From an optimization exercise on the open Yosys and OpenROAD flow, aimed at small area, a short achievable clock period and few clock cycles per item; shortcuts taken in it are not production practice.
In this exercise RTL edits were held to simulation tests only and were not proved equivalent to the original.

==> flow/config.mk <==
export PLATFORM = sky130hd
export DESIGN_NAME = adsb_encoder
export DESIGN_NICKNAME = adsb_encoder
export VERILOG_FILES = /design/flow/design.v
export SDC_FILE = /design/flow/constraint.sdc
export NUM_CORES = 4
export LEC_CHECK = 0
export CAP_MARGIN = 20
export CORE_MARGIN = 2
export CORE_UTILIZATION = 40
export PLACE_DENSITY = 0.6
export SLEW_MARGIN = 20
==> flow/constraint.sdc <==
create_clock -name core_clock -period 34.0 [get_ports {clk}]
set_input_delay 6.8000 -clock core_clock [delete_from_list [all_inputs] [get_ports {clk}]]
set_output_delay 6.8000 -clock core_clock [all_outputs]
set_load 0.01 [all_outputs]
==> flow/design.v <==
module adsb_nl (
    input  wire [31:0] lat,
    output wire [5:0]  nl
);
    localparam [30:0] LAT_87 = 31'd1037950430;   
    wire        s = lat[31];
    wire [31:0] as = {lat[30:0] ^ {31{s}}, s};
    wire [64:0] t;    
    assign t[0] = 1'b1;
    assign t[1] = as <= {31'd1032407177, 1'b0};
    assign t[2] = as <= {31'd1023101966, 1'b0};
    assign t[3] = as <= {31'd1012796976, 1'b0};
    assign t[4] = as <= {31'd1002060437, 1'b0};
    assign t[5] = as <= {31'd991087498, 1'b0};
    assign t[6] = as <= {31'd979963238, 1'b0};
    assign t[7] = as <= {31'd968730034, 1'b0};
    assign t[8] = as <= {31'd957410632, 1'b0};
    assign t[9] = as <= {31'd946017636, 1'b0};
    assign t[10] = as <= {31'd934557930, 1'b0};
    assign t[11] = as <= {31'd923034936, 1'b0};
    assign t[12] = as <= {31'd911449850, 1'b0};
    assign t[13] = as <= {31'd899802360, 1'b0};
    assign t[14] = as <= {31'd888091077, 1'b0};
    assign t[15] = as <= {31'd876313802, 1'b0};
    assign t[16] = as <= {31'd864467698, 1'b0};
    assign t[17] = as <= {31'd852549394, 1'b0};
    assign t[18] = as <= {31'd840555054, 1'b0};
    assign t[19] = as <= {31'd828480416, 1'b0};
    assign t[20] = as <= {31'd816320814, 1'b0};
    assign t[21] = as <= {31'd804071180, 1'b0};
    assign t[22] = as <= {31'd791726040, 1'b0};
    assign t[23] = as <= {31'd779279499, 1'b0};
    assign t[24] = as <= {31'd766725216, 1'b0};
    assign t[25] = as <= {31'd754056370, 1'b0};
    assign t[26] = as <= {31'd741265620, 1'b0};
    assign t[27] = as <= {31'd728345060, 1'b0};
    assign t[28] = as <= {31'd715286153, 1'b0};
    assign t[29] = as <= {31'd702079665, 1'b0};
    assign t[30] = as <= {31'd688715585, 1'b0};
    assign t[31] = as <= {31'd675183027, 1'b0};
    assign t[32] = as <= {31'd661470113, 1'b0};
    assign t[33] = as <= {31'd647563848, 1'b0};
    assign t[34] = as <= {31'd633449950, 1'b0};
    assign t[35] = as <= {31'd619112672, 1'b0};
    assign t[36] = as <= {31'd604534562, 1'b0};
    assign t[37] = as <= {31'd589696198, 1'b0};
    assign t[38] = as <= {31'd574575848, 1'b0};
    assign t[39] = as <= {31'd559149056, 1'b0};
    assign t[40] = as <= {31'd543388133, 1'b0};
    assign t[41] = as <= {31'd527261513, 1'b0};
    assign t[42] = as <= {31'd510732935, 1'b0};
    assign t[43] = as <= {31'd493760396, 1'b0};
    assign t[44] = as <= {31'd476294774, 1'b0};
    assign t[45] = as <= {31'd458278008, 1'b0};
    assign t[46] = as <= {31'd439640620, 1'b0};
    assign t[47] = as <= {31'd420298293, 1'b0};
    assign t[48] = as <= {31'd400147003, 1'b0};
    assign t[49] = as <= {31'd379055882, 1'b0};
    assign t[50] = as <= {31'd356856387, 1'b0};
    assign t[51] = as <= {31'd333325099, 1'b0};
    assign t[52] = as <= {31'd308154920, 1'b0};
    assign t[53] = as <= {31'd280903326, 1'b0};
    assign t[54] = as <= {31'd250890454, 1'b0};
    assign t[55] = as <= {31'd216970575, 1'b0};
    assign t[56] = as <= {31'd176907011, 1'b0};
    assign t[57] = as <= {31'd124917588, 1'b0};
    assign t[64:58] = 7'd0;
    reg [5:0] c;
    integer j, m;
    always @* begin
        for (j = 0; j < 6; j = j + 1) begin
            c[j] = 1'b0;
            for (m = 1; (m << j) < 64; m = m + 2)
                c[j] = c[j] | (t[m << j] & ~t[(m + 1) << j]);
        end
    end
    wire far = as >= {LAT_87 - 31'd1, 1'b1};
    assign nl = far ? 6'd1 : c + 6'd2;
endmodule
module adsb_cpr (
    input  wire [31:0] lat,
    input  wire [31:0] lon,
    input  wire        surface,
    output wire [16:0] yz_e,
    output wire [16:0] xz_e,
    output wire [16:0] yz_o,
    output wire [16:0] xz_o
);
    wire [5:0] nl;
    adsb_nl u_nl (.lat(lat), .nl(nl));
    wire [31:0] lat_e = lat * 32'd60;
    wire [31:0] lat_o = lat_e - lat;                    
    wire [31:0] lon_e = lon * {26'd0, nl};
    wire [31:0] lon_o = (nl == 6'd1) ? lon : lon_e - lon;
    function [16:0] cpr_round(input [31:0] frac, input surf);
        reg [17:0] t;
        begin
            t = surf ? frac[27:10] : frac[31:14];
            cpr_round = t[17:1] + {16'd0, t[0]};
        end
    endfunction
    assign yz_e = cpr_round(lat_e, surface);
    assign yz_o = cpr_round(lat_o, surface);
    assign xz_e = cpr_round(lon_e, surface);
    assign xz_o = cpr_round(lon_o, surface);
endmodule
module adsb_crc2 (
    input  wire [87:0] m,
    input  wire [33:0] ol,
    output wire [23:0] ce,
    output wire [23:0] co
);
    wire t122 = m[48] ^ m[84];
    wire t123 = m[47] ^ m[85];
    wire t124 = m[51] ^ m[83];
    wire t125 = m[55] ^ m[76];
    wire t126 = m[46] ^ m[82];
    wire t127 = m[86] ^ t122;
    wire t128 = m[56] ^ m[68];
    wire t129 = m[57] ^ m[69];
    wire t130 = m[45] ^ m[65];
    wire t131 = m[42] ^ m[87];
    wire t132 = m[66] ^ m[74];
    wire t133 = m[38] ^ t124;
    wire t134 = m[39] ^ m[52];
    wire t135 = m[49] ^ m[67];
    wire t136 = m[73] ^ m[77];
    wire t137 = m[40] ^ m[53];
    wire t138 = m[50] ^ t123;
    wire t139 = m[41] ^ m[79];
    wire t140 = m[64] ^ m[80];
    wire t141 = m[43] ^ m[81];
    wire t142 = m[70] ^ t134;
    wire t143 = m[25] ^ m[30];
    wire t144 = m[71] ^ t137;
    wire t145 = m[54] ^ m[72];
    wire t146 = m[0] ^ m[26];
    wire t147 = m[35] ^ t127;
    wire t148 = ol[25] ^ ol[30];
    wire t149 = ol[0] ^ ol[26];
    wire t150 = m[24] ^ m[28];
    wire t151 = m[58] ^ t130;
    wire t152 = m[75] ^ t126;
    wire t153 = t125 ^ t136;
    wire t154 = m[59] ^ t131;
    wire t155 = m[78] ^ t128;
    wire t156 = m[44] ^ m[61];
    wire t157 = m[36] ^ t141;
    wire t158 = ol[24] ^ ol[28];
    wire t159 = m[77] ^ t138;
    wire t160 = t132 ^ t155;
    wire t161 = m[43] ^ t135;
    wire t162 = t129 ^ t139;
    wire t163 = m[66] ^ m[80];
    wire t164 = m[63] ^ t123;
    wire t165 = m[37] ^ t140;
    wire t166 = m[45] ^ m[81];
    wire t167 = m[17] ^ t143;
    wire t168 = m[13] ^ t146;
    wire t169 = ol[17] ^ t148;
    wire t170 = ol[13] ^ t149;
    wire t171 = m[16] ^ m[21];
    wire t172 = m[22] ^ m[29];
    wire t173 = m[49] ^ m[69];
    wire t174 = m[15] ^ m[23];
    wire t175 = m[51] ^ m[60];
    wire t176 = m[70] ^ m[78];
    wire t177 = m[75] ^ t145;
    wire t178 = m[84] ^ t156;
    wire t179 = m[46] ^ m[62];
    wire t180 = m[72] ^ t147;
    wire t181 = t125 ^ t163;
    wire t182 = m[56] ^ t147;
    wire t183 = m[87] ^ t126;
    wire t184 = t157 ^ t164;
    wire t185 = m[44] ^ t138;
    wire t186 = t133 ^ t152;
    wire t187 = t133 ^ t142;
    wire t188 = m[64] ^ m[67];
    wire t189 = m[65] ^ t153;
    wire t190 = m[85] ^ t144;
    wire t191 = m[62] ^ t128;
    wire t192 = ol[16] ^ ol[21];
    wire t193 = ol[22] ^ ol[29];
    wire t194 = ol[15] ^ ol[23];
    wire t195 = m[1] ^ m[27];
    wire t196 = m[31] ^ t150;
    wire t197 = m[32] ^ t167;
    wire t198 = m[18] ^ m[33];
    wire t199 = m[19] ^ m[34];
    wire t200 = m[14] ^ m[20];
    wire t201 = ol[1] ^ ol[27];
    wire t202 = ol[31] ^ t158;
    wire t203 = ol[32] ^ t169;
    wire t204 = ol[18] ^ ol[33];
    wire t205 = ol[19] ^ t170;
    wire t206 = ol[14] ^ ol[20];
    wire t207 = m[41] ^ t124;
    wire t208 = m[68] ^ t127;
    wire t209 = t151 ^ t153;
    wire t210 = m[65] ^ m[76];
    wire t211 = m[83] ^ t144;
    wire t212 = t122 ^ t210;
    wire t213 = t154 ^ t160;
    wire t214 = m[2] ^ m[3];
    wire t215 = t161 ^ t162;
    wire t216 = t175 ^ t177;
    wire t217 = t176 ^ t215;
    wire t218 = m[39] ^ t178;
    wire t219 = m[54] ^ t131;
    wire t220 = m[71] ^ t139;
    wire t221 = m[78] ^ m[83];
    wire t222 = m[4] ^ m[5];
    wire t223 = m[40] ^ t179;
    wire t224 = m[42] ^ t130;
    wire t225 = t141 ^ t224;
    wire t226 = m[44] ^ t136;
    wire t227 = t183 ^ t184;
    wire t228 = m[6] ^ m[7];
    wire t229 = m[35] ^ m[36];
    wire t230 = m[48] ^ m[68];
    wire t231 = m[57] ^ m[82];
    wire t232 = m[74] ^ t166;
    wire t233 = m[8] ^ m[50];
    wire t234 = m[37] ^ m[79];
    wire t235 = m[37] ^ m[59];
    wire t236 = m[9] ^ m[10];
    wire t237 = m[60] ^ t187;
    wire t238 = m[11] ^ m[12];
    wire t239 = m[63] ^ m[76];
    wire t240 = t126 ^ t151;
    wire t241 = m[73] ^ t125;
    wire t242 = t150 ^ t168;
    wire t243 = t165 ^ t191;
    wire t244 = m[86] ^ t132;
    wire t245 = t129 ^ t133;
    wire t246 = m[39] ^ t161;
    wire t247 = m[40] ^ m[48];
    wire t248 = ol[2] ^ ol[3];
    wire t249 = ol[4] ^ ol[5];
    wire t250 = ol[6] ^ ol[7];
    wire t251 = m[50] ^ ol[8];
    wire t252 = ol[9] ^ ol[10];
    wire t253 = ol[11] ^ ol[12];
    wire t254 = m[23] ^ m[29];
    wire t255 = t171 ^ t195;
    wire t256 = m[32] ^ t159;
    wire t257 = t143 ^ t174;
    wire t258 = m[24] ^ t172;
    wire t259 = m[22] ^ t189;
    wire t260 = m[12] ^ t146;
    wire t261 = m[30] ^ t174;
    wire t262 = ol[23] ^ ol[29];
    wire t263 = t192 ^ t201;
    wire t264 = ol[32] ^ t159;
    wire t265 = t148 ^ t194;
    wire t266 = ol[24] ^ t193;
    wire t267 = ol[22] ^ t158;
    wire t268 = t189 ^ t267;
    wire t269 = ol[12] ^ t149;
    wire t270 = t205 ^ t251;
    wire t271 = ol[30] ^ t194;
    wire t272 = m[0] ^ m[13];
    wire t273 = m[47] ^ m[64];
    wire t274 = t135 ^ t142;
    wire t275 = t152 ^ t207;
    wire t276 = t208 ^ t209;
    wire t277 = t254 ^ t255;
    wire t278 = t273 ^ t274;
    wire t279 = t275 ^ t276;
    wire t280 = t278 ^ t279;
    wire t281 = m[2] ^ m[14];
    wire t282 = m[46] ^ m[52];
    wire t283 = t159 ^ t173;
    wire t284 = t196 ^ t197;
    wire t285 = t211 ^ t212;
    wire t286 = t213 ^ t282;
    wire t287 = t283 ^ t285;
    wire t288 = t286 ^ t287;
    wire t289 = m[26] ^ m[31];
    wire t290 = m[29] ^ t256;
    wire t291 = m[53] ^ m[66];
    wire t292 = t127 ^ t216;
    wire t293 = t198 ^ t214;
    wire t294 = t217 ^ t291;
    wire t295 = t292 ^ t294;
    wire t296 = m[3] ^ m[4];
    wire t297 = m[21] ^ m[28];
    wire t298 = m[33] ^ t168;
    wire t299 = t130 ^ t140;
    wire t300 = t152 ^ t218;
    wire t301 = t219 ^ t220;
    wire t302 = t221 ^ t296;
    wire t303 = t299 ^ t300;
    wire t304 = t301 ^ t303;
    wire t305 = m[33] ^ t222;
    wire t306 = m[34] ^ t181;
    wire t307 = m[78] ^ m[79];
    wire t308 = t123 ^ t124;
    wire t309 = t180 ^ t200;
    wire t310 = t223 ^ t225;
    wire t311 = t307 ^ t308;
    wire t312 = t310 ^ t311;
    wire t313 = m[5] ^ m[6];
    wire t314 = m[52] ^ t135;
    wire t315 = t139 ^ t163;
    wire t316 = t182 ^ t226;
    wire t317 = t227 ^ t314;
    wire t318 = t315 ^ t316;
    wire t319 = t317 ^ t318;
    wire t320 = m[16] ^ t231;
    wire t321 = m[53] ^ m[86];
    wire t322 = t131 ^ t135;
    wire t323 = t165 ^ t185;
    wire t324 = t229 ^ t230;
    wire t325 = t232 ^ t321;
    wire t326 = t322 ^ t323;
    wire t327 = t324 ^ t325;
    wire t328 = t326 ^ t327;
    wire t329 = m[7] ^ m[87];
    wire t330 = m[23] ^ t186;
    wire t331 = m[27] ^ t234;
    wire t332 = m[54] ^ t151;
    wire t333 = t157 ^ t173;
    wire t334 = t197 ^ t233;
    wire t335 = t208 ^ t332;
    wire t336 = t330 ^ t334;
    wire t337 = t333 ^ t335;
    wire t338 = m[8] ^ m[9];
    wire t339 = m[84] ^ t173;
    wire t340 = t183 ^ t185;
    wire t341 = t187 ^ t235;
    wire t342 = t339 ^ t340;
    wire t343 = t341 ^ t342;
    wire t344 = m[27] ^ t166;
    wire t345 = m[67] ^ t144;
    wire t346 = t182 ^ t199;
    wire t347 = t236 ^ t237;
    wire t348 = m[10] ^ m[11];
    wire t349 = m[20] ^ t188;
    wire t350 = m[57] ^ m[61];
    wire t351 = t123 ^ t176;
    wire t352 = t177 ^ t209;
    wire t353 = t211 ^ t229;
    wire t354 = t350 ^ t351;
    wire t355 = t352 ^ t353;
    wire t356 = t354 ^ t355;
    wire t357 = m[21] ^ t145;
    wire t358 = m[36] ^ m[58];
    wire t359 = t127 ^ t160;
    wire t360 = t179 ^ t220;
    wire t361 = t235 ^ t358;
    wire t362 = t238 ^ t357;
    wire t363 = t359 ^ t360;
    wire t364 = t361 ^ t363;
    wire t365 = m[22] ^ t260;
    wire t366 = m[85] ^ t162;
    wire t367 = t143 ^ t240;
    wire t368 = t165 ^ t180;
    wire t369 = t213 ^ t239;
    wire t370 = t366 ^ t368;
    wire t371 = t369 ^ t370;
    wire t372 = m[38] ^ m[45];
    wire t373 = m[61] ^ m[82];
    wire t374 = t146 ^ t154;
    wire t375 = t157 ^ t162;
    wire t376 = t175 ^ t181;
    wire t377 = t190 ^ t230;
    wire t378 = t372 ^ t373;
    wire t379 = t375 ^ t376;
    wire t380 = t377 ^ t378;
    wire t381 = t379 ^ t380;
    wire t382 = m[18] ^ m[20];
    wire t383 = m[25] ^ t222;
    wire t384 = m[35] ^ m[47];
    wire t385 = m[69] ^ t122;
    wire t386 = t156 ^ t171;
    wire t387 = t216 ^ t225;
    wire t388 = t238 ^ t242;
    wire t389 = t241 ^ t243;
    wire t390 = t384 ^ t385;
    wire t391 = t387 ^ t389;
    wire t392 = t390 ^ t391;
    wire t393 = m[14] ^ m[19];
    wire t394 = m[41] ^ m[58];
    wire t395 = m[75] ^ t184;
    wire t396 = t188 ^ t191;
    wire t397 = t218 ^ t244;
    wire t398 = t245 ^ t394;
    wire t399 = t395 ^ t396;
    wire t400 = t397 ^ t398;
    wire t401 = t399 ^ t400;
    wire t402 = m[37] ^ m[49];
    wire t403 = m[55] ^ t129;
    wire t404 = t164 ^ t207;
    wire t405 = t223 ^ t226;
    wire t406 = t402 ^ t403;
    wire t407 = t404 ^ t405;
    wire t408 = t406 ^ t407;
    wire t409 = m[19] ^ t246;
    wire t410 = m[42] ^ m[60];
    wire t411 = m[63] ^ m[74];
    wire t412 = t155 ^ t410;
    wire t413 = t242 ^ t259;
    wire t414 = t411 ^ t412;
    wire t415 = m[28] ^ t247;
    wire t416 = m[55] ^ m[56];
    wire t417 = m[73] ^ t200;
    wire t418 = t217 ^ t244;
    wire t419 = t416 ^ t418;
    wire t420 = m[44] ^ m[62];
    wire t421 = m[71] ^ m[79];
    wire t422 = t132 ^ t134;
    wire t423 = t140 ^ t154;
    wire t424 = t420 ^ t421;
    wire t425 = t422 ^ t423;
    wire t426 = t424 ^ t425;
    wire t427 = m[18] ^ t142;
    wire t428 = m[41] ^ m[57];
    wire t429 = m[60] ^ t137;
    wire t430 = t140 ^ t160;
    wire t431 = t227 ^ t241;
    wire t432 = t428 ^ t429;
    wire t433 = t430 ^ t431;
    wire t434 = t432 ^ t433;
    wire t435 = m[36] ^ m[46];
    wire t436 = m[51] ^ t125;
    wire t437 = t128 ^ t129;
    wire t438 = t178 ^ t190;
    wire t439 = t219 ^ t232;
    wire t440 = t435 ^ t436;
    wire t441 = t437 ^ t438;
    wire t442 = t439 ^ t440;
    wire t443 = t441 ^ t442;
    wire t444 = t190 ^ t212;
    wire t445 = t243 ^ t245;
    wire t446 = t444 ^ t445;
    wire t447 = t129 ^ t132;
    wire t448 = t145 ^ t185;
    wire t449 = t186 ^ t239;
    wire t450 = t447 ^ t448;
    wire t451 = t449 ^ t450;
    wire t452 = ol[0] ^ ol[13];
    wire t453 = t262 ^ t263;
    wire t454 = ol[2] ^ ol[14];
    wire t455 = t202 ^ t203;
    wire t456 = ol[26] ^ ol[31];
    wire t457 = ol[29] ^ t264;
    wire t458 = t204 ^ t248;
    wire t459 = ol[3] ^ ol[4];
    wire t460 = ol[21] ^ ol[28];
    wire t461 = t221 ^ t459;
    wire t462 = ol[33] ^ t249;
    wire t463 = t180 ^ t206;
    wire t464 = ol[5] ^ ol[6];
    wire t465 = ol[16] ^ t231;
    wire t466 = m[87] ^ ol[7];
    wire t467 = ol[23] ^ t186;
    wire t468 = ol[27] ^ t234;
    wire t469 = t203 ^ t467;
    wire t470 = ol[8] ^ ol[9];
    wire t471 = ol[19] ^ ol[25];
    wire t472 = ol[27] ^ t166;
    wire t473 = t182 ^ t252;
    wire t474 = ol[10] ^ ol[11];
    wire t475 = ol[20] ^ t170;
    wire t476 = ol[21] ^ t145;
    wire t477 = t253 ^ t476;
    wire t478 = ol[15] ^ t252;
    wire t479 = ol[22] ^ t269;
    wire t480 = t148 ^ t240;
    wire t481 = t149 ^ t154;
    wire t482 = ol[18] ^ t158;
    wire t483 = t156 ^ t192;
    wire t484 = t253 ^ t482;
    wire t485 = t204 ^ t270;
    wire t486 = m[73] ^ t206;
    wire t487 = ol[28] ^ t247;
    assign ce[0] = m[30] ^ t196 ^ t272 ^ t277 ^ t280;
    assign ce[1] = m[1] ^ t172 ^ t281 ^ t284 ^ t288;
    assign ce[2] = t257 ^ t289 ^ t290 ^ t293 ^ t295;
    assign ce[3] = m[1] ^ t199 ^ t254 ^ t256 ^ t297 ^ t298 ^ t302 ^ t304;
    assign ce[4] = m[2] ^ m[30] ^ t195 ^ t258 ^ t305 ^ t306 ^ t309 ^ t312;
    assign ce[5] = m[31] ^ m[34] ^ t214 ^ t257 ^ t297 ^ t313 ^ t319;
    assign ce[6] = m[32] ^ t228 ^ t258 ^ t289 ^ t302 ^ t320 ^ t328;
    assign ce[7] = t305 ^ t329 ^ t331 ^ t336 ^ t337;
    assign ce[8] = m[26] ^ t196 ^ t198 ^ t306 ^ t313 ^ t338 ^ t343;
    assign ce[9] = m[25] ^ t228 ^ t290 ^ t344 ^ t345 ^ t346 ^ t347;
    assign ce[10] = m[8] ^ m[24] ^ m[31] ^ t277 ^ t298 ^ t329 ^ t348 ^ t349 ^ t356;
    assign ce[11] = m[34] ^ t150 ^ t195 ^ t197 ^ t259 ^ t281 ^ t338 ^ t362 ^ t364;
    assign ce[12] = m[15] ^ m[24] ^ t255 ^ t293 ^ t347 ^ t365 ^ t367 ^ t371;
    assign ce[13] = m[4] ^ m[21] ^ t167 ^ t199 ^ t214 ^ t258 ^ t348 ^ t374 ^ t381;
    assign ce[14] = m[3] ^ t172 ^ t382 ^ t383 ^ t386 ^ t388 ^ t392;
    assign ce[15] = m[6] ^ m[16] ^ m[17] ^ t196 ^ t365 ^ t383 ^ t393 ^ t401;
    assign ce[16] = m[5] ^ m[15] ^ t171 ^ t228 ^ t284 ^ t374 ^ t382 ^ t408;
    assign ce[17] = t198 ^ t228 ^ t336 ^ t409 ^ t413 ^ t414;
    assign ce[18] = m[7] ^ m[9] ^ t168 ^ t198 ^ t199 ^ t233 ^ t367 ^ t386 ^ t415 ^ t417 ^ t419;
    assign ce[19] = m[17] ^ t200 ^ t233 ^ t236 ^ t261 ^ t320 ^ t346 ^ t413 ^ t426;
    assign ce[20] = m[11] ^ m[15] ^ m[28] ^ t167 ^ t236 ^ t272 ^ t309 ^ t427 ^ t434;
    assign ce[21] = m[10] ^ t261 ^ t331 ^ t388 ^ t393 ^ t427 ^ t443;
    assign ce[22] = m[0] ^ t257 ^ t362 ^ t409 ^ t417 ^ t446;
    assign ce[23] = t172 ^ t260 ^ t261 ^ t344 ^ t349 ^ t415 ^ t451;
    assign co[0] = (ol[30] ^ t202 ^ t280 ^ t452 ^ t453);
    assign co[1] = (ol[1] ^ t193 ^ t288 ^ t454 ^ t455);
    assign co[2] = (t265 ^ t295 ^ t456 ^ t457 ^ t458);
    assign co[3] = ~(ol[1] ^ ol[33] ^ t205 ^ t262 ^ t264 ^ t304 ^ t460 ^ t461);
    assign co[4] = ~(ol[2] ^ ol[30] ^ t181 ^ t201 ^ t266 ^ t312 ^ t462 ^ t463);
    assign co[5] = ~(ol[31] ^ t248 ^ t265 ^ t319 ^ t460 ^ t464);
    assign co[6] = (ol[32] ^ t250 ^ t266 ^ t328 ^ t456 ^ t461 ^ t465);
    assign co[7] = (t251 ^ t337 ^ t462 ^ t466 ^ t468 ^ t469);
    assign co[8] = ~(ol[26] ^ t181 ^ t202 ^ t204 ^ t343 ^ t464 ^ t470);
    assign co[9] = ~(t237 ^ t250 ^ t345 ^ t457 ^ t471 ^ t472 ^ t473);
    assign co[10] = (ol[8] ^ ol[24] ^ ol[31] ^ ol[33] ^ t188 ^ t356 ^ t453 ^ t466 ^ t474 ^ t475);
    assign co[11] = ~(t201 ^ t203 ^ t268 ^ t364 ^ t454 ^ t470 ^ t477);
    assign co[12] = (ol[24] ^ t237 ^ t263 ^ t371 ^ t458 ^ t478 ^ t479 ^ t480);
    assign co[13] = ~(ol[4] ^ ol[19] ^ ol[21] ^ t169 ^ t248 ^ t266 ^ t381 ^ t474 ^ t481);
    assign co[14] = (ol[3] ^ ol[25] ^ t193 ^ t249 ^ t392 ^ t475 ^ t483 ^ t484);
    assign co[15] = (ol[6] ^ ol[14] ^ ol[16] ^ ol[17] ^ t202 ^ t249 ^ t401 ^ t471 ^ t479);
    assign co[16] = (ol[5] ^ ol[15] ^ ol[18] ^ ol[20] ^ t192 ^ t250 ^ t408 ^ t455 ^ t481);
    assign co[17] = (t246 ^ t250 ^ t268 ^ t414 ^ t469 ^ t485);
    assign co[18] = ~(ol[7] ^ ol[9] ^ t419 ^ t480 ^ t483 ^ t485 ^ t486 ^ t487);
    assign co[19] = ~(ol[17] ^ t206 ^ t268 ^ t270 ^ t271 ^ t426 ^ t465 ^ t473);
    assign co[20] = (ol[11] ^ ol[18] ^ ol[28] ^ t142 ^ t169 ^ t434 ^ t452 ^ t463 ^ t478);
    assign co[21] = (ol[10] ^ ol[14] ^ t142 ^ t205 ^ t271 ^ t443 ^ t468 ^ t484);
    assign co[22] = (ol[0] ^ ol[19] ^ t246 ^ t265 ^ t446 ^ t477 ^ t486);
    assign co[23] = (ol[20] ^ t188 ^ t193 ^ t269 ^ t271 ^ t451 ^ t472 ^ t487);
endmodule
module adsb_encoder (
    input  wire         clk,
    input  wire         rst,
    input  wire         in_valid,
    output wire         in_ready,
    input  wire [1:0]   op,
    input  wire [23:0]  icao,
    input  wire [2:0]   ca,
    input  wire [4:0]   tc,
    input  wire [1:0]   ss,
    input  wire         nicsb,
    input  wire         tbit,
    input  wire         surface,
    input  wire [31:0]  alt,       
    input  wire [31:0]  lat,       
    input  wire [31:0]  lon,       
    input  wire [63:0]  name,      
    input  wire [87:0]  msg,       
    output wire         out_valid,
    input  wire         out_ready,
    output wire [111:0] frame_e,   
    output wire [111:0] frame_o,
    output wire [7:0]   diag,
    output wire [23:0]  crc,
    output wire         err
);
    localparam [1:0] OP_POS = 2'd0, OP_ID = 2'd1;
    localparam [11:0] INV25 = 12'd3113;    
    wire [11:0] alt_y = {2'd0, alt[9:0]} + {2'd0, alt[29:20]} + {2'd0, ~alt[19:10]}
                      + {10'd0, alt[31], 1'b0} + {11'd0, ~alt[30]} + 12'd1;
    wire [8:0]  alt_z = {4'd0, alt_y[4:0]} + {1'b0, alt_y[9:5], 3'd0} - {4'd0, alt_y[9:5]}
                      - {7'd0, alt_y[11:10]} + 9'd25;
    wire [4:0]  alt_r = alt_z % 9'd25;
    wire [11:0] alt_n = (alt[11:0] - {7'd0, alt_r}) * INV25 + 12'd40;
    wire [11:0] alt12 = {alt_n[9:5], 1'b0, alt_n[4], 1'b1, alt_n[3:0]};
    wire [16:0] yz_e, xz_e, yz_o, xz_o;
    adsb_cpr u_cpr (.lat(lat), .lon(lon), .surface(surface),
                    .yz_e(yz_e), .xz_e(xz_e), .yz_o(yz_o), .xz_o(xz_o));
    function [6:0] char_code(input [7:0] ch);
        begin
            if (ch >= 8'h30 && ch <= 8'h39)
                char_code = {1'b0, ch[5:0]};
            else if ((ch >= 8'h41 && ch <= 8'h5A) || (ch >= 8'h61 && ch <= 8'h7A))
                char_code = {2'b00, ch[4:0]};
            else if (ch == 8'h5F)
                char_code = {1'b0, 6'd32};
            else
                char_code = {1'b1, 6'd32};
        end
    endfunction
    reg [47:0] id_chars;
    reg [7:0]  id_diag;
    integer i;
    always @* begin
        for (i = 0; i < 8; i = i + 1)
            {id_diag[i], id_chars[47 - 6*i -: 6]} = char_code(name[63 - 8*i -: 8]);
    end
    wire [31:0] hdr = {5'd17, ca, icao};
    wire [87:0] m_d  = (op == OP_POS) ? {hdr, tc, ss, nicsb, alt12, tbit, 1'b0, yz_e, xz_e} :
                       (op == OP_ID)  ? {hdr, 5'd1, 3'd0, id_chars} : msg;
    wire [33:0] ol_d = {yz_o, xz_o[16:8], (op == OP_ID) ? id_diag : xz_o[7:0]};
    reg        full;
    reg [87:0] m_r;
    reg [33:0] ol_r;
    reg        err_r;
    assign in_ready = ~full | out_ready;
    wire accept = in_valid & in_ready;
    always @(posedge clk) begin
        if (rst)
            full <= 1'b0;
        else if (accept)
            full <= 1'b1;
        else if (out_ready)
            full <= 1'b0;
    end
    always @(posedge clk) begin
        if (accept) begin
            m_r   <= m_d;
            ol_r  <= ol_d;
            err_r <= (op == 2'd3);
        end
    end
    wire [23:0] crc_e, crc_o;
    adsb_crc2 u_crc (.m(m_r), .ol(ol_r), .ce(crc_e), .co(crc_o));
    assign out_valid = full;
    assign frame_e   = {m_r, crc_e};
    assign frame_o   = {m_r[87:35], 1'b1, ol_r, crc_o};
    assign crc       = crc_e;
    assign diag      = ol_r[7:0];
    assign err       = err_r;
endmodule
==> flow/run.sh <==
#!/bin/bash
# synth_recipe.tcl (not shown) runs the flow's synth.tcl, then flattens the netlist and writes it again
# the make line also repeats each setting of config.mk as NAME=value (left out here)
make -C /OpenROAD-flow-scripts/flow DESIGN_CONFIG=/design/flow/config.mk WORK_HOME=/design/flow/orfs CLKGATE_MAP_FILE= SYNTH_SCRIPT=/design/flow/synth_recipe.tcl finish
==> results.txt <==
==> state kept, by name (all words and copies together) (netlist names) <==
signal	flops
full	1
m_r	88
err_r	1
ol_r	34
==> routing by layer <==
layer / part of all wire [%] / wire [um]
met3: 11 / 26300
met1: 36 / 85800
met2: 43 / 103000
met5: 0.071 / 168
met4: 9.6 / 22800
==> cell type report <==
cell class | instances | area, um^2 | share of cell area [%]
antenna | 19 | 47.5 | 0.104
clock buffer | 19 | 433 | 0.951
clock inverter | 12 | 163 | 0.357
inverter | 296 | 1110 | 2.44
multi-input combinational | 4168 | 32000 | 70.4
sequential | 124 | 3710 | 8.16
tap | 1276 | 1600 | 3.51
timing repair buffer | 673 | 6400 | 14.1
==> path summary, 6_finish.rpt <==
check / from / endpoint
setup / recovery: alt[1] / m_r[47]
hold / removal: full / full
setup reg to reg: full / m_r[69]
hold reg to reg: full / full
==> per-stage QoR <==
step                hold WS [ns]  setup slack [ns]  area, um^2  utilization [%]  cells
floorplan                  0.593             15.02       38700                -   4951
global placement           0.824             12.93       44800             46.5   6535
detailed placement         0.838             12.79       44800             46.5   6535
CTS                        0.847             13.22       45400             47.2   6566
global route               0.872             12.15       45500             47.2   6580
finish                     0.878             13.12       45500             47.3   6587
==> synth_stat cells, types with 51 or more instances <==
cell type  number  area (um^2)
xnor2_1       641         5610
nand2_1       381         1430
inv_1         294         1100
nor2_1        246          923
a21oi_1       226         1130
o21ai_0       217         1090
ha_1          196         2450
xor2_1        192         1680
fa_1          186         3720
clkbuf_1      163          612
nor3_1        149          746
o22ai_1       149          932
nand3_1       133          666
edfxtp_1      123         3690
nand2b_1      101          632
buf_4          91          683
and2_1         76          475
buf_2          71          355
a21o_1         62          465
a211oi_1       58          435
mux2_2         57          642
a31oi_1        53          332
mux2i_1        52          521
nand3b_1       51          383
==> cells by family after synthesis <==
family          after synthesis  share of synthesized area, %
compound gates             1268                          22.4
xor+xnor                    840                          19.3
fa+ha+maj                   382                          16.0
buf+inv                     659                          7.86
flops                       124                          9.60
mux                         112                          3.18
other cells                   1                       0.00970
simple gates               1565                          21.7
==> critical path: cells and delay by family <==
family	cells	cell delay, ns
AO/OA/AOI/OAI	20	4.44
XOR/XNOR	8	1.66
adder cells (fa/ha/maj)	16	5.52
buffers and inverters	12	1.41
AND/OR/NAND/NOR	9	1.21
==> impl_metrics.ini <==
[routing]
viasPerCell = 6.71
antenna_left = 0
wirelength_um = 238000
firstDrtPassIters = 8
route.detailed.drc = 0
post_drt_wl_per_cell_um = 36.1
via_count = 44200
drt_iter0_drc = 5959

[clocking]
htreeDepth = 4
cts_buffer_depth = 2
clock_sinks = 124
hold_buffers = 0
root_buffer = clkbuf_16
postCtsSetupBuffers = 0
post_cts_resized = 0
clkSlewWorstSetupHoldPaths_ns = 0.07
clock_latency_ns = 0.47
cts_tree = built
cts_buffers = 17

[grt]
grt.overflow.total = 0
met1_usage_pct = 54.7
grt_pass1_wl_um = 325000
grtUsageMet3_pct = 13.2
grt_busiest_layer = met2
grt_max_degree = 163
antenna_found_initial = 29
track_usage_pct = 46.4
grt_pass1_vias = 41200
grtUsageMet2_pct = 70.9

[logic_synthesis]
async_reset_ff_share_pct = 0
syn_avg_cell_area_um2 = 7.81
syn-cell-area_mm2 = 0.0387
seq_area_frac_synth_pct = 9.60
synth-edff-count = 123
syn_nets = 5624
synth-main-ff-cell = edfxtp_1
ys_warn_count = 3
synth-seq-cells = 124
postSynthCellCount = 4951
synth.distinct_cells = 110

[sta]
relSlewSlack_pct = 9.79
finalCritPeriodShare_pct = 61.4
period_needed_ns = 20.88
tns_ns = 0
fin_skew_ns = 0.0133
rsz0062_at_grt = no
fmax_mhz = 47.9
worstMarginPinSlew_ns = 1.35
setup_viol = 0
finalMaxSlewViolations = 0
hold_viol = 0

[floorplan]
std_cell_rows = 114
fp.dieH_um = 315
start_util_pct = 40.2
dieArea_mm2 = 0.0992
boundaryPins = 550
core-area_mm2 = 0.0963
dieWidth_um = 315

[setup_path]
path_common_cell = inv_1
crit_slowest_cell = o31ai_1
cp.required_ns = 34.18
cp-start-kind = input port
rrSetupSlack_ns = 31.14
crit_fanout = 7
ff2ff_path_depth = 3
slowest_delay_ns = 0.55
crit_type = input port to flip-flop
cp.arrival_ns = 21.07
end_kind = flip-flop

[cells_and_area]
drive_above_1_share_pct = 6.61
fin_nets = 5953
fill_cells = 9638
synthToLayoutAreaGrowth_pct = 17.7
final_common_cell = xnor2_1
final_cell_mix = xnor2_1, clkdlybuf4s50_1, nand2_1, inv_1, nor2_1

[outcome]
status = finished clean

[placement]
dpl.hpwl_um = 192000
gp_congestion = 1.12
numPortBuffers = 548

[worst_hold_path]
min_path_type = flip-flop to flip-flop
hold_path_depth = 2

[flow_run]
drv_cap = 0
Testbench counts, summed over its fixed seeds: cycles 1,928, items 1,920.

port drivers added, routing unchanged:
The results above use ideal ports. As a check the final layout listed here was re-extracted and re-timed, cells and wires unchanged.
Step 1 (the two cells are an assumption about what drives the block):
set clk [get_ports {clk}]
set_driving_cell -lib_cell sky130_fd_sc_hd__clkbuf_16 $clk
set_driving_cell -lib_cell sky130_fd_sc_hd__buf_2 [delete_from_list [all_inputs] $clk]
Step 2, shift: input delay + t, output delay - t, t = (earliest + latest rising clock arrival at the registers) / 2. This alone moves slack from input paths to output paths.
Three values: ideal ports, drivers, drivers and shift; two values: the first two.
shift t [ns]: 0.526
setup slack, ns: 13.116 / 13.131 / 12.604
hold slack, ns: 0.878 / 0.878 / 0.878
slew at the worst register clock pin (ns): 0.07 / 0.07
worst data-port slew with drivers (ns): 0.25
After both steps setup and hold are still met in this run. The setup slack of this run moves by +0.015 ns with the drivers and by -0.512 ns with both steps.
